From an optimization exercise on the open Yosys and OpenROAD flow, aimed at small area and few clock cycles; shortcuts taken in it are not production practice.
In this exercise RTL edits were held to simulation tests only and were not proved equivalent to the original.
Power figures rest on the tool's default switching activity, not on a simulated workload.

== P ==
## softphy_rx
module softphy_rx (
    input             clk,
    input             rst,           
    input      [1:0]  cfg_coding,    
    input      [11:0] cfg_leadin,
    input      [15:0] cfg_pollbud,
    input      [31:0] cfg_rxtmo,
    input      [15:0] cfg_th_short,
    input      [15:0] cfg_th_long,
    input      [15:0] cfg_th_viol,
    input      [15:0] cfg_th_short_t,
    input      [15:0] cfg_th_long_t,
    input      [15:0] cfg_th_viol_t,
    input             start,
    output            busy,
    output reg        done,
    input             s_valid,
    output            s_ready,
    input             s_end,         
    input      [31:0] s_time,
    input             s_level,
    output reg [2:0]  rx_stat,
    output     [9:0]  rx_count,
    output reg [14:0] rx_npulse,
    output reg [14:0] rx_synth,
    input      [3:0]  win_addr,
    output     [31:0] win_data
);
==> flow/config.mk <==
export PLATFORM = sky130hd
export DESIGN_NAME = softphy_rx
export DESIGN_NICKNAME = softphy_rx
export VERILOG_FILES = /design/flow/design.v
export SDC_FILE = /design/flow/constraint.sdc
export NUM_CORES = 4
export LEC_CHECK = 0
export CAP_MARGIN = 20
export CORE_MARGIN = 2
export CORE_UTILIZATION = 40
export SLEW_MARGIN = 20
==> flow/constraint.sdc <==
create_clock -name core_clock -period 12.0 [get_ports {clk}]
set_input_delay 2.4000 -clock core_clock [delete_from_list [all_inputs] [get_ports {clk}]]
set_output_delay 2.4000 -clock core_clock [all_outputs]
set_load 0.01 [all_outputs]
standard.sh (not shown) runs the stock make flow with config.mk's settings and CLKGATE_MAP_FILE= SYNTH_SCRIPT=/design/flow/synth_recipe.tcl, a recipe that flattens the netlist after the stock synthesis.
==> flow/flow/run.sh <==
#!/bin/bash
# The standard layout, with small port buffers and a clock tree of small
# buffers without dummy loads. Each tool's output is kept in the ORFS logs;
# make's own output goes to flow.log.
set -euo pipefail
export BUFFER_PORTS_ARGS="-buffer_cell sky130_fd_sc_hd__buf_1"
export CTS_ARGS="-sink_clustering_enable -repair_clock_nets -dont_use_dummy_load -sink_clustering_size 10 -sink_clustering_max_diameter 50 -buf_list {sky130_fd_sc_hd__clkbuf_4}"
bash standard.sh > flow.log 2>&1
P finished end to end and its layout was clean on timing, DRC and antenna.
Testbench counts of P, summed over its fixed seeds: cycles 4,003,742.
diff inputs: P => Q
==> flow/flow/run.sh <==
#!/bin/bash
# The standard layout, with small port buffers and a clock tree of small
# buffers without dummy loads. Each tool's output is kept in the ORFS logs;
# make's own output goes to flow.log.
set -euo pipefail
export BUFFER_PORTS_ARGS="-buffer_cell sky130_fd_sc_hd__buf_1"
export CTS_ARGS="-sink_clustering_enable -repair_clock_nets -dont_use_dummy_load -sink_clustering_size 20 -sink_clustering_max_diameter 80 -buf_list {sky130_fd_sc_hd__clkbuf_8}"
bash standard.sh > flow.log 2>&1
- Taking P as the reference point, the detailed-route wire length of Q falls by 0.70%.
- P -> Q: area of the die delta 0, exact match
- Summary of Q over P: synthesized cell count held; final instance area flat; first-pass GRT wire length -about 0.9%; sequential cell area in the final layout comparable.
- Diff Q..P | share of power burned in combinational logic | negligible
- From P to Q the numbers moved as follows: global router's overall resource usage moved down, number of enable flip-flop cells after synthesis held, worst IR drop on VDD decreased by 0.61% relative to the old numbers.

---

softphy_rx, a different RTL version from the one above (not shown whole).
Size in the first run: ~3400 cells after synthesis, ~280 I/O pins.
Settings: LEC_CHECK=0, ABC_AREA=1, CAP_MARGIN=20, CORE_MARGIN=2, CORE_UTILIZATION=40, SLEW_MARGIN=20; clock period 12.0 ns.
==> flow/flow/run.sh <==
#!/bin/bash
# The standard layout, with three changes: synthesis maps adders and
# comparators with Yosys's own Brent-Kung carry tree instead of the
# Kogge-Stone one (the registers are unchanged), ports get small buffers,
# and the clock tree uses clkbuf_8 clusters without dummy loads.
# Each tool's output is kept in the ORFS logs; make's own output goes to
# flow.log.
set -euo pipefail
export SYNTH_OPERATIONS_ARGS="-nofsm"
export BUFFER_PORTS_ARGS="-buffer_cell sky130_fd_sc_hd__buf_1"
export CTS_ARGS="-sink_clustering_enable -repair_clock_nets -dont_use_dummy_load -sink_clustering_size 16 -sink_clustering_max_diameter 60 -buf_list {sky130_fd_sc_hd__clkbuf_8}"
bash standard.sh > flow.log 2>&1
The baseline went through all stages and came out clean.
Testbench counts at the start, summed over its fixed seeds: cycles 4,003,742.
Change:
--- a/flow/config.mk
+++ b/flow/config.mk
@@ -9,4 +9,4 @@
 export CAP_MARGIN = 20
 export CORE_MARGIN = 2
-export CORE_UTILIZATION = 40
+export CORE_UTILIZATION = 55
 export SLEW_MARGIN = 20
Die area decreases by a quarter to a third.
Non-clock buffer count went down by 3.
Design area goes down slightly.
Synthesized cell count stays the same.
Final cell count falls by a few percent.
Sequential power barely changes.
Wire length grows slightly.

---

Setup of job 3848:
softphy_rx, a different RTL version from the one above (not shown whole).
Size: roughly 2,900 cells after synthesis, about 650 flip-flops, ~280 I/O pins.
export LEC_CHECK = 0
export CAP_MARGIN = 20
export CORE_MARGIN = 2
export CORE_UTILIZATION = 40
export SLEW_MARGIN = 20
create_clock -name core_clock -period 12.0 [get_ports {clk}]
run.sh (not shown) runs the stock make flow with config.mk's settings and CLKGATE_MAP_FILE= SYNTH_SCRIPT=/design/flow/synth_recipe.tcl, a recipe that flattens the netlist after the stock synthesis.
Stock flow here: none of the scripts above is used.
Testbench counts of job 3848, summed over its fixed seeds: cycles 4,003,738.
diff inputs: job 3848 => job 5120
# job 3848
export LEC_CHECK = 0
export CAP_MARGIN = 20
export CORE_MARGIN = 2
export CORE_UTILIZATION = 40
export SLEW_MARGIN = 20
create_clock -name core_clock -period 12.0 [get_ports {clk}]
# job 5120
export LEC_CHECK = 0
export CAP_MARGIN = 20
export CORE_MARGIN = 2
export CORE_UTILIZATION = 40
export CTS_BUF_LIST = sky130_fd_sc_hd__clkbuf_8
export SLEW_MARGIN = 20
create_clock -name core_clock -period 12.0 [get_ports {clk}]
==> comparison <==
Job 5120 completed every stage of the flow, and the final layout passed the timing, DRC and antenna checks.
Job 5120 vs. job 3848: part of the total power dissipated in the clock network now sits lower, post-detailed-route wirelength per cell now sits lower, worst setup slack now sits higher.
Compared with job 3848, final cell count in job 5120 increased slightly.
Between job 5120 and job 3848, maximum frequency is lower for job 3848, job 5120 comes in above that.
Going from job 3848 to job 5120, final area shrank by 0.35%, flip-flop and latch count held steady.
In the metrics for job 5120 and job 3848, the one carrying the higher core utilization is job 3848.
Job 3848 and job 5120 ended up with roughly the same overall die height.

-- static timing again, ports no longer ideal --
The results above use ideal ports. As a check the final layouts listed here were re-extracted and re-timed, cells and wires unchanged.
Step 1: set_driving_cell puts a clkbuf_16 on clk and a buf_2 on each other input, an assumption about the parent block.
Step 2, shift: input delay + t, output delay - t, t = (earliest + latest rising clock arrival at the registers) / 2. This alone moves slack from input paths to output paths.
a / b / c = no drivers / after step 1 / after step 2; a / b = the first two.
run	t, ns	setup slack, ns	pins driven straight from the clock port
P	0.856	2.608 / 2.636 / 1.780	1
Q	0.678	2.383 / 2.410 / 1.732	1
the first run of note 2	0.707	1.128 / 1.162 / 0.456	1
the second run of note 2	0.688	0.990 / 1.024 / 0.336	1
job 3848	0.657	1.209 / 1.241 / 0.583	1
job 5120	0.744	1.339 / 1.367 / 0.623	1
After both steps setup and hold are still met in every run listed. For P, which loses most, drivers alone change the setup slack by +0.028 ns; drivers and shift together by -0.828 ns.
